This is an optimization exercise on Yosys and OpenROAD, whose aim is small area, a short achievable clock period and few clock cycles, not a production implementation.
The RTL was checked by simulation tests, not by an equivalence proof against the original design.
Power and IR drop assume default switching activity.

==> branch harbor <==
==> flow/design.v (excerpt) <==
module bat_ss (
    input  wire        clk,
    input  wire        rst,
    input  wire        start,
    input  wire [3:0]  cfg_bits_in_m1,
    input  wire [3:0]  cfg_bits_out_m1,
    input  wire [7:0]  cfg_samples_m1,
    input  wire [7:0]  cfg_before,
    input  wire [7:0]  cfg_after,
    input  wire [3:0]  cfg_in_align_repeat,
    input  wire [3:0]  cfg_in_align_bits_m1,
    input  wire [3:0]  cfg_out_align_repeat,
    input  wire [3:0]  cfg_out_align_bits_m1,
    input  wire [15:0] cfg_repeat,
    input  wire        in_valid,
    input  wire        in_eod,
    input  wire [7:0]  in_data,
    output wire        in_ready,
    output wire        out_valid,
    output wire [7:0]  out_data,
    input  wire        out_ready,
    output wire        busy,
    output reg         ended_eod
);
Settings: LEC_CHECK=0, CAP_MARGIN=20, CORE_MARGIN=2, CORE_UTILIZATION=55, PLACE_DENSITY=0.7, SETUP_SLACK_MARGIN=5, SLEW_MARGIN=20; clock period 10.0 ns.
run.sh (not shown) runs the stock make flow with config.mk's settings and CLKGATE_MAP_FILE= SYNTH_SCRIPT=/design/flow/synth_recipe.tcl, a recipe that flattens the netlist after the stock synthesis.
==> inputs of branch cedar, as changes to branch harbor <==
--- a/flow/config.mk
+++ b/flow/config.mk
@@ -7,7 +7,9 @@
 export LEC_CHECK = 0
 export CAP_MARGIN = 20
 export CORE_MARGIN = 2
-export CORE_UTILIZATION = 55
-export PLACE_DENSITY = 0.7
+export CORE_UTILIZATION = 65
+export CTS_CLUSTER_DIAMETER = 80
+export CTS_CLUSTER_SIZE = 30
+export PLACE_DENSITY = 0.8
 export SETUP_SLACK_MARGIN = 5
 export SLEW_MARGIN = 20
==> inputs of branch nickel, as changes to branch harbor <==
--- a/flow/config.mk
+++ b/flow/config.mk
@@ -8,6 +8,8 @@
 export CAP_MARGIN = 20
 export CORE_MARGIN = 2
 export CORE_UTILIZATION = 55
+export CTS_CLUSTER_DIAMETER = 80
+export CTS_CLUSTER_SIZE = 30
 export PLACE_DENSITY = 0.7
 export SETUP_SLACK_MARGIN = 5
 export SLEW_MARGIN = 20
==> comparison <==
Clock skew, lowest first: branch harbor, branch cedar, branch nickel.
The lowest first-iteration DRC count belongs to branch nickel, the highest to branch cedar.
Global-route usage: branch nickel < branch harbor < branch cedar.
Against branch nickel, the wire length of branch cedar is smaller by about 1.2%.
Non-clock buffer count: branch harbor > branch nickel > branch cedar.
The highest total power belongs to branch harbor, the lowest to branch cedar.
The lowest sequential share of layout area belongs to branch harbor, the highest to branch cedar.
Flip-flop and latch count is the same in branch nickel and branch cedar.
Synthesized cell count is the same in branch cedar and branch harbor.
Critical path depth: branch harbor is lower than branch nickel (12).
==> figures <==
item                                                              branch harbor              branch nickel               branch cedar
Cell area after layout                                             0.02394 mm^2               0.02370 mm^2               0.02342 mm^2
Pwr Total                                                              8.205 mW                   8.003 mW                   7.910 mW
Final area over synthesized area                                        1.1082x                    1.0973x                    1.0843x
Final-stage net count                                                     2,692                      2,680                      2,671
Kind of end point of the critical path                               output pin                   register                   register
Data required time at the worst endpoint                                8000 ps                  10,260 ps                  10,270 ps
Buffer share of cell area                                                5.524%                     5.516%                     5.267%
Arrival time reported for the critical path endpoint                    2840 ps                    5040 ps                    5130 ps
DP Cell Count                                                             2,900                      2,900                      2,826
Outcome                                                 complete, no violations    complete, no violations    complete, no violations
Via count                                                                19,030                     19,060                     19,350
Critical Path Start                                                     em_n[1]                      kr[1]                    s_l[11]
Number of buffers inserted during clock tree synthesis                       29                         19                         16
Power drawn by the combinational cells                                  5.29 mW                    5.28 mW                    5.21 mW
First DRT Iteration DRCs                                                  2,036                      1,934                      2,091
Peak VDD IR                                                           0.2628 mV                  0.2557 mV                  0.2883 mV
Clock network power share                                                 12.5%                      10.4%                       9.7%
Switching Power                                                        3.871 mW                   3.876 mW                   3.855 mW
# rows                                                                       72                         72                         66
# Post-CTS Setup Buffers                                                      4                          4                          1
Critical Path Slowest Stage Cell                        sky130_fd_sc_hd__nor3_1  sky130_fd_sc_hd__edfxtp_1  sky130_fd_sc_hd__edfxtp_1
Multi-input gate share of the layout cell area                           55.96%                     56.48%                     57.13%
Testbench counts of branch harbor, summed over its fixed seeds: cycles 46,835.
Testbench counts of branch cedar, summed over its fixed seeds: cycles 46,835.
Testbench counts of branch nickel, summed over its fixed seeds: cycles 46,835.

==> delta: inputs <==
bat_ss, a different RTL version from the one above (not shown whole).
Settings: LEC_CHECK=0, CAP_MARGIN=20, CORE_MARGIN=2, CORE_UTILIZATION=65, PLACE_DENSITY=0.8, SETUP_SLACK_MARGIN=5, SLEW_MARGIN=20; clock period 10.0 ns.
==> yarrow: changes against delta <==
- CORE_UTILIZATION: 65 -> 40
- PLACE_DENSITY: 0.8 -> 0.6
==> results by group <==
Run status
  – Status: finished clean

Finish
  – Clock-cell share: ~4.0%

Die
  – Total core area: about 53,000 um^2

Hold path
  – Hold-critical path endpoint: q_pad$_DFFE_PP_

Placed design
  – DP Area: 22,800 um^2
  – GPL Wtd Cong: between 0.9 and 1

Pwr
  – Internal power: between 4 and 5 mW
  – Cell Pwr Density: roughly 320 nW/um^2

Critical path
  – Worst setup path end: in_ready
  – FF-to-FF End: need[0]$_DFFE_PP_
-- figures above: yarrow

==> results by group <==
Hold path
  – Hold-critical path endpoint: q_smp$_DFFE_PP_

Die
  – Die Wd: around 190 um
  – Total core area: 32,540 um^2
  – TAP cells: around 440

Placed design
  – Dpl hpwl: between 40,000 and 50,000 um
  – GPL Wtd Cong: about 1.0
  – DP Area: between 20,000 and 25,000 um^2

Critical path
  – Worst setup path end: ri[3]$_DFFE_PN_
  – Largest delay share family, worst path: compound AO/OA/AOI/OAI gates

Clock tree
  – Post-CTS setup buffers: 21

Run status
  – Status: finished clean

Pwr
  – Internal power: between 4 and 5 mW
  – Comb group: between 4 and 5 mW
  – Post-route total power: roughly 7.7 mW

Finish
  – Seq/total area: 28.10%

Timing
  – Final period util: 48.67%
-- figures above: delta

Testbench counts of delta, summed over its fixed seeds: cycles 47,351.
Testbench counts of yarrow, summed over its fixed seeds: cycles 47,351.

-- static timing again, ports no longer ideal --
In the flow no input, the clock included, has a driving cell. The finished layouts below were timed again as built, in two steps.
Step 1 assumes that a clkbuf_16 drives the clock port and a buf_2 every other input.
Step 2, shift: input delay + t, output delay - t, t = (earliest + latest rising clock arrival at the registers) / 2. This alone moves slack from input paths to output paths.
Slacks: ideal / step 1 / step 2; pairs: ideal / step 1.
| run | shift t [ns] | setup slack, ns | worst setup path at the end | latest minus earliest clock arrival (ns) | worst slew at a driven data input, ns |
|---|---|---|---|---|---|
| branch harbor | 0.615 | 5.164 / 5.107 / 4.748 | input to register | 0.012 / 0.011 | 0.06 |
| branch cedar | 0.568 | 5.140 / 5.140 / 4.797 | input to register | 0.022 / 0.023 | 0.08 |
| branch nickel | 0.581 | 5.213 / 5.198 / 4.777 | input to register | 0.055 / 0.054 | 0.06 |
| delta | 0.607 | 5.133 / 5.133 / 4.626 | input to register | 0.031 / 0.031 | 0.05 |
| yarrow | 0.640 | 5.094 / 5.041 / 4.692 | input to register | 0.035 / 0.036 | 0.06 |
After both steps every run listed still meets setup and hold. The setup slack of delta, which loses most, moves by 0.000 ns with the drivers and by -0.507 ns with both steps.
